This is an optimization exercise on Yosys and OpenROAD, whose aim is small area, a short achievable clock period and few clock cycles per item, not a production implementation. The RTL was checked by simulation tests, not by an equivalence proof against the original design. No activity file was given, so power comes from the tool's default toggle rates.

## flow/design.v (module list and top-level ports; edited modules follow where they fit)
// module sine_renderer: 3073 lines
module sine_renderer (
  input  wire        clk,
  input  wire        rst,
  input  wire        cmd_valid,
  output wire        cmd_ready,
  input  wire [63:0] cmd_data,
  output wire        wr_valid,
  output wire [31:0] wr_addr,
  output wire        wr_size,
  output wire [31:0] wr_data,
  input  wire        wr_ready,
  input  wire        wr_resp_valid,
  input  wire        wr_resp_err,
  output reg  [2:0]  st_phase,
  output wire        st_done,
  output wire        st_fault,
  output wire [3:0]  st_cause,
  output reg  [31:0] st_nsamp,
  output wire [63:0] st_finfo
);
  // ...
==> flow/run.sh <==
#!/bin/bash
# synth_recipe.tcl (not shown) runs the flow's synth.tcl, then flattens the netlist and writes it again
# the make line also repeats each setting of config.mk as NAME=value (left out here)
make -C /OpenROAD-flow-scripts/flow DESIGN_CONFIG=/design/flow/config.mk WORK_HOME=/design/flow/orfs CLKGATE_MAP_FILE= SYNTH_SCRIPT=/design/flow/synth_recipe.tcl finish
==> flow/config.mk <==
export PLATFORM = sky130hd
export DESIGN_NAME = sine_renderer
export DESIGN_NICKNAME = sine_renderer
export VERILOG_FILES = /design/flow/design.v
export SDC_FILE = /design/flow/constraint.sdc
export NUM_CORES = 4
export LEC_CHECK = 0
export CAP_MARGIN = 20
export CORE_MARGIN = 2
export CORE_UTILIZATION = 40
export PLACE_DENSITY = 0.6
export SETUP_SLACK_MARGIN = 5
export SLEW_MARGIN = 20
export SYNTH_MEMORY_MAX_BITS = 16384
==> flow/constraint.sdc <==
create_clock -name core_clock -period 12.0 [get_ports {clk}]
set_input_delay 2.4000 -clock core_clock [delete_from_list [all_inputs] [get_ports {clk}]]
set_output_delay 2.4000 -clock core_clock [all_outputs]
set_load 0.01 [all_outputs]
==> metrics.md, run 1 <==
| Metric | Value |
|---|---|
| Sw frac | 33.90% |
| R2r worst-path depth | 23 |
| Nets | 18.23k |
| Number of global-route vias before repair | 115.0k |
| Port Buffers | 238 |
| Non-filler instance count after layout | 20.47k |
| Total congestion overflow | 0 |
| Clk_buf instances | 204 |
| RSZ-0062 raised after global routing | true |
| Post-synth top area cell | fa_1 |
| Largest family of logic cells by synthesized area | adder cells |
| Htree depth | 4 |
| Pleak | 69.12 nW |
| Layout cells sized above 1 | 7.074% |
| Combinational power | 3.75 mW |
| Tap cells | 4816 |
| Cell with the most instances after synthesis | inv_1 |
| Signal buffers share of area | 3.083% |
| M1 wire length | 240.2 mm |
| Crit Path Class | flop to primary output |
| Status | complete, no violations |
| Place WS | 4.460 ns |
| Most flops, register | t1c |
| CP startpoint | st_nsamp[1] |
| Regs by FF count | t1c (72), finfo (64), fA (55) |
| Syn Inst Count | 15.70k |
| Dpl cells | 20.11k |
| Final core occ | 43.94% |
| Area of the multi-input gates | 0.1020 sq mm |
| Hold Path Class | flop to flop |
| Slew margin rel. | 10.66% |
| Max Cap Viol | 0 |
| Syn Area/Cell | 9.360 sq um |
| I/O pins | 242 |
Testbench counts, summed over its fixed seeds: cycles 154,402, items 76,561.
==> run 2: changes to the inputs <==
--- a/flow/config.mk
+++ b/flow/config.mk
@@ -5,10 +5,10 @@
 export SDC_FILE = /design/flow/constraint.sdc
 export NUM_CORES = 4
 export LEC_CHECK = 0
-export CAP_MARGIN = 20
+export CAP_MARGIN = 5
 export CORE_MARGIN = 2
 export CORE_UTILIZATION = 40
 export PLACE_DENSITY = 0.6
 export SETUP_SLACK_MARGIN = 5
-export SLEW_MARGIN = 20
+export SLEW_MARGIN = 5
 export SYNTH_MEMORY_MAX_BITS = 16384
==> metrics.md, run 2 <==
| Metric | Value |
|---|---|
| #FFs+latches synth | 1291 |
| CTS tree | yes |
| Routability cong. | 1.048 |
| DRT Pass-1 Iters | 8 |
| Crit Path Class | flop to primary output |
| Most flops, register | t1c |
| Setup violators final | 0 |
| Die Width | 610.1 microns |
| Final ANT Viol Nets | 0 |
| Fin crit period | 6.865 ns |
| Vias per cell | 5.725 |
| CORE AREA | 0.3655 sq mm |
| Post-synthesis sequential area ratio | 23.08% |
| Hold Path Class | flop to flop |
| Syn Area/Cell | 9.360 sq um (unchanged) |
| R2r startpoint | yTf[46] |
| I/O pins | 242 (unchanged) |
| Post-synth top area cell | fa_1 |
| Yosys warning total | 1 |
| Cell Rows | 222 |
| Detail Placement HPWL | 438.9 mm |
| Pleak | 69.09 nW (about the same) |
| Layout cells sized above 1 | 7.049% (-0.025 points) |
| Hold path startpoint | nh1 |
| Worst Path Max Fanout | 9 |
| CTS buffer count | 167 |
| Max incr delay on CP | 0.66 ns |
| Hold endpoint | nhT |
| Regs by FF count | t1c (72), finfo (64), fA (55) |
| Primary FF master, synth | edfxtp_1 |
| Hold Path Stages | 0 |
| Htree depth | 4 (unchanged) |
| Measured slew at the worst slew-check pin | 1.399 ns |
| Slew Limit Fails | 0 |
| Cell with the most instances after synthesis | inv_1 |
| CP cell instances | and3_1 -> nand2_1 -> nor4_2 -> and3_1 -> nand2_1 -> or3_1 -> a21oi_1 -> clkdlybuf4s50_1 |
| Slowest-stage cell, CP | dfxtp_1 |
| Initial core utilization | 40.19% |
| Nets | 18.23k (+0.011%) |
| Most frequent cells in the layout | inv_1 (2103), fa_1 (1486), ha_1 (1178) |
| CTS max path bufs | 4 |
| Number of global-route vias before repair | 114.6k (-0.30%) |
| Synth area leaders | fa_1 (20%), edfxtp_1 (16%), ha_1 (10%) |
| Clock sink total | 1291 |
| Post-synth ARST share | 0% |
| VDD IR max | 0.1113 mV |
| Vert. Die Dim | 610.1 microns |
| First DRT Iteration DRCs | 12.21k |
| Number of flops mapped to enable cells by yosys | 805 |
| Fin. Hold Viols | 0 |
| Initial antenna violation count | 47 |
| R2r worst-path depth | 16 (-30%) |
| Netlist cell types | 103 |
| Wire length per cell | 27.88 microns |
| Total congestion overflow | 0 (unchanged) |
| Worst setup EP type | primary output |
| Post-synth top area share | 20.25% |
| Clk latency of the worst-skew pair | 0.91 ns |
| CP startpoint kind | flop |
| Most common cell after layout, fill and taps aside | inv_1 |
| Max Clock Freq | 145.7 MHz |
| Largest net degree at the start of global routing | 148 |
| Arrival time worst endpoint | 4.47 ns |
| Reg2Reg Setup Slack | 5.19 ns |
| GR Util All Layers | 29.98% |
| Total length of routed wires | 570.2 mm |
| Post-synthesis cell area | 0.1469 sq mm |
| Max Cap Viol | 0 (unchanged) |
| DR DRC count | 0 |
| Fillers | 35.71k |
| Port Buffers | 238 (unchanged) |
| Clock slew seen by the registers of the worst setup and hold paths | 0.06 ns |
| Status | complete, no violations |
| Design Power | 14.11 mW |
| Area Overhead vs Synth | 9.246% |
| RSZ-0062 raised after global routing | false |
| FF-to-FF End | fA[9] |
| Final core occ | 43.91% (about the same) |
| Setup TNS | 0 ns |
| Largest register FFs | 72 |
| Clock skew | 0.07807 ns |
| Vias | 117.1k |
| Crit path required time | 9.60 ns |
| Die Area | 0.3722 sq mm |
| Hold Slack | 0.4202 ns |
| Clk root buf | clkbuf_16 |
| FF/Latch Area | 0.03394 sq mm |
| Final Cycle Share | 57.21% |
| Top cells by count, synth | inv_1 (2106), fa_1 (1486), ha_1 (1183) |
| Power Density | 87.92 mW/mm^2 |
| Area of the multi-input gates | 0.1020 sq mm (about the same) |
| Syn Inst Count | 15.70k (unchanged) |
| Slew margin rel. | 6.741% (-3.9 points) |
| First-pass GRT wire length | 820.6 mm |
==> run 2: worst max-delay path, delay by kind of cell, from the launching register on <==
kind | cells | cell delay, ns
compound gates | 1 | 0.45
buf+inv | 1 | 0.66
flops | 1 | 0.66
simple gates | 6 | 1.80
==> run 2: timing repair <==
| item | 4_1_cts | 5_1_grt |
|---|---|---|
| hold buffers | 0 | 0 |
| endpoints found under the hold margin | 0 | 0 |
| setup buffers | 1 | 17 |
| pin swaps | 0 | 1 |
| endpoints found under the setup margin | 45 | 57 |
| gates cloned | 2 | 2 |
| resized for setup | 23 | 48 |
==> run 2: worst max-delay path by stage <==
stage,startpoint,to,depth (start not counted)
after floorplan,par,y2[49],25
after global placement,u2c[1],x2[47],23
after detailed placement,u2c[1],y2[49],22
after CTS,par,y1[48],23
after global routing,u1c[1],x1[47],22
final,st_nsamp[12],wr_addr[31],8
==> run 2: per-stage QoR <==
step	worst slack (ns)	instance area [sq um]	std cells
finish	5.135	160500	20460
detailed placement	4.491	154300	20110
global placement	4.504	154300	20110
global route	5.002	160500	20440
floorplan	5.072	146900	15700
CTS	5.002	160000	20420
==> run 2: cell type report <==
| class | count | share of cell area [%] |
|---|---|---|
| sequential | 1291 | 21.15 |
| antenna | 19 | 0.02962 |
| tap | 4816 | 3.754 |
| inverter | 2126 | 4.986 |
| timing repair buffer | 541 | 3.101 |
| multi-input combinational | 11360 | 63.54 |
| clock buffer | 202 | 2.828 |
| clock inverter | 99 | 0.6127 |
==> run 2: routing by layer <==
layer	GRT usage, %	vias up	wire length [microns]
li1	-	52630	-
met1	40.39	58160	240500
met2	46.27	5152	250400
met3	5.539	1144	45950
met4	14.58	18	33250
met5	0	-	120
==> run 2: cells by family after synthesis <==
group | count (synthesis) | synth area share, %
adders and majority gates | 2670 | 30.33
other | 1 | 0.002552
AOI/OAI and AO/OA | 3232 | 13.91
and+or+nand+nor | 3228 | 10.53
muxes | 925 | 6.580
xor gates and xnor gates | 1301 | 7.756
buffers and inverters | 3048 | 7.816
DFF | 1291 | 23.08
==> run 2: power by group <==
group,internal [mW],switching [mW]
clock,3.00,2.25
sequential,4.98,0.135
combinational,1.33,2.41
total,9.32,4.79

[re-timing with driven ports]
No port has a modelled driver above. Below, the same layouts with a new extraction and two added sets of constraints. Step 1: set_driving_cell puts a clkbuf_16 on clk and a buf_2 on each other input, an assumption about the parent block. Step 2 adds t to the input delays and takes it off the output delays; t is the mean of the earliest and latest rising clock arrival at the registers after step 1. Input paths then give back, and output paths get back, about the clock's delay inside the block. a / b / c = no drivers / after step 1 / after step 2; a / b = the first two.
run | shift t [ns] | slack for setup (ns) | hold slack, ns | clock arrival spread, ns | worst register clock-pin slew, ns
run 1 | 0.969 | 5.089 / 4.980 / 4.867 | 0.419 / 0.419 / 0.419 | 0.090 / 0.090 | 0.08 / 0.08
run 2 | 0.974 | 5.135 / 5.034 / 4.872 | 0.420 / 0.420 / 0.420 | 0.081 / 0.082 | 0.10 / 0.10
After both steps every run listed still meets setup and hold. For run 2, which loses most, drivers alone change the setup slack by -0.101 ns; drivers and shift together by -0.263 ns.
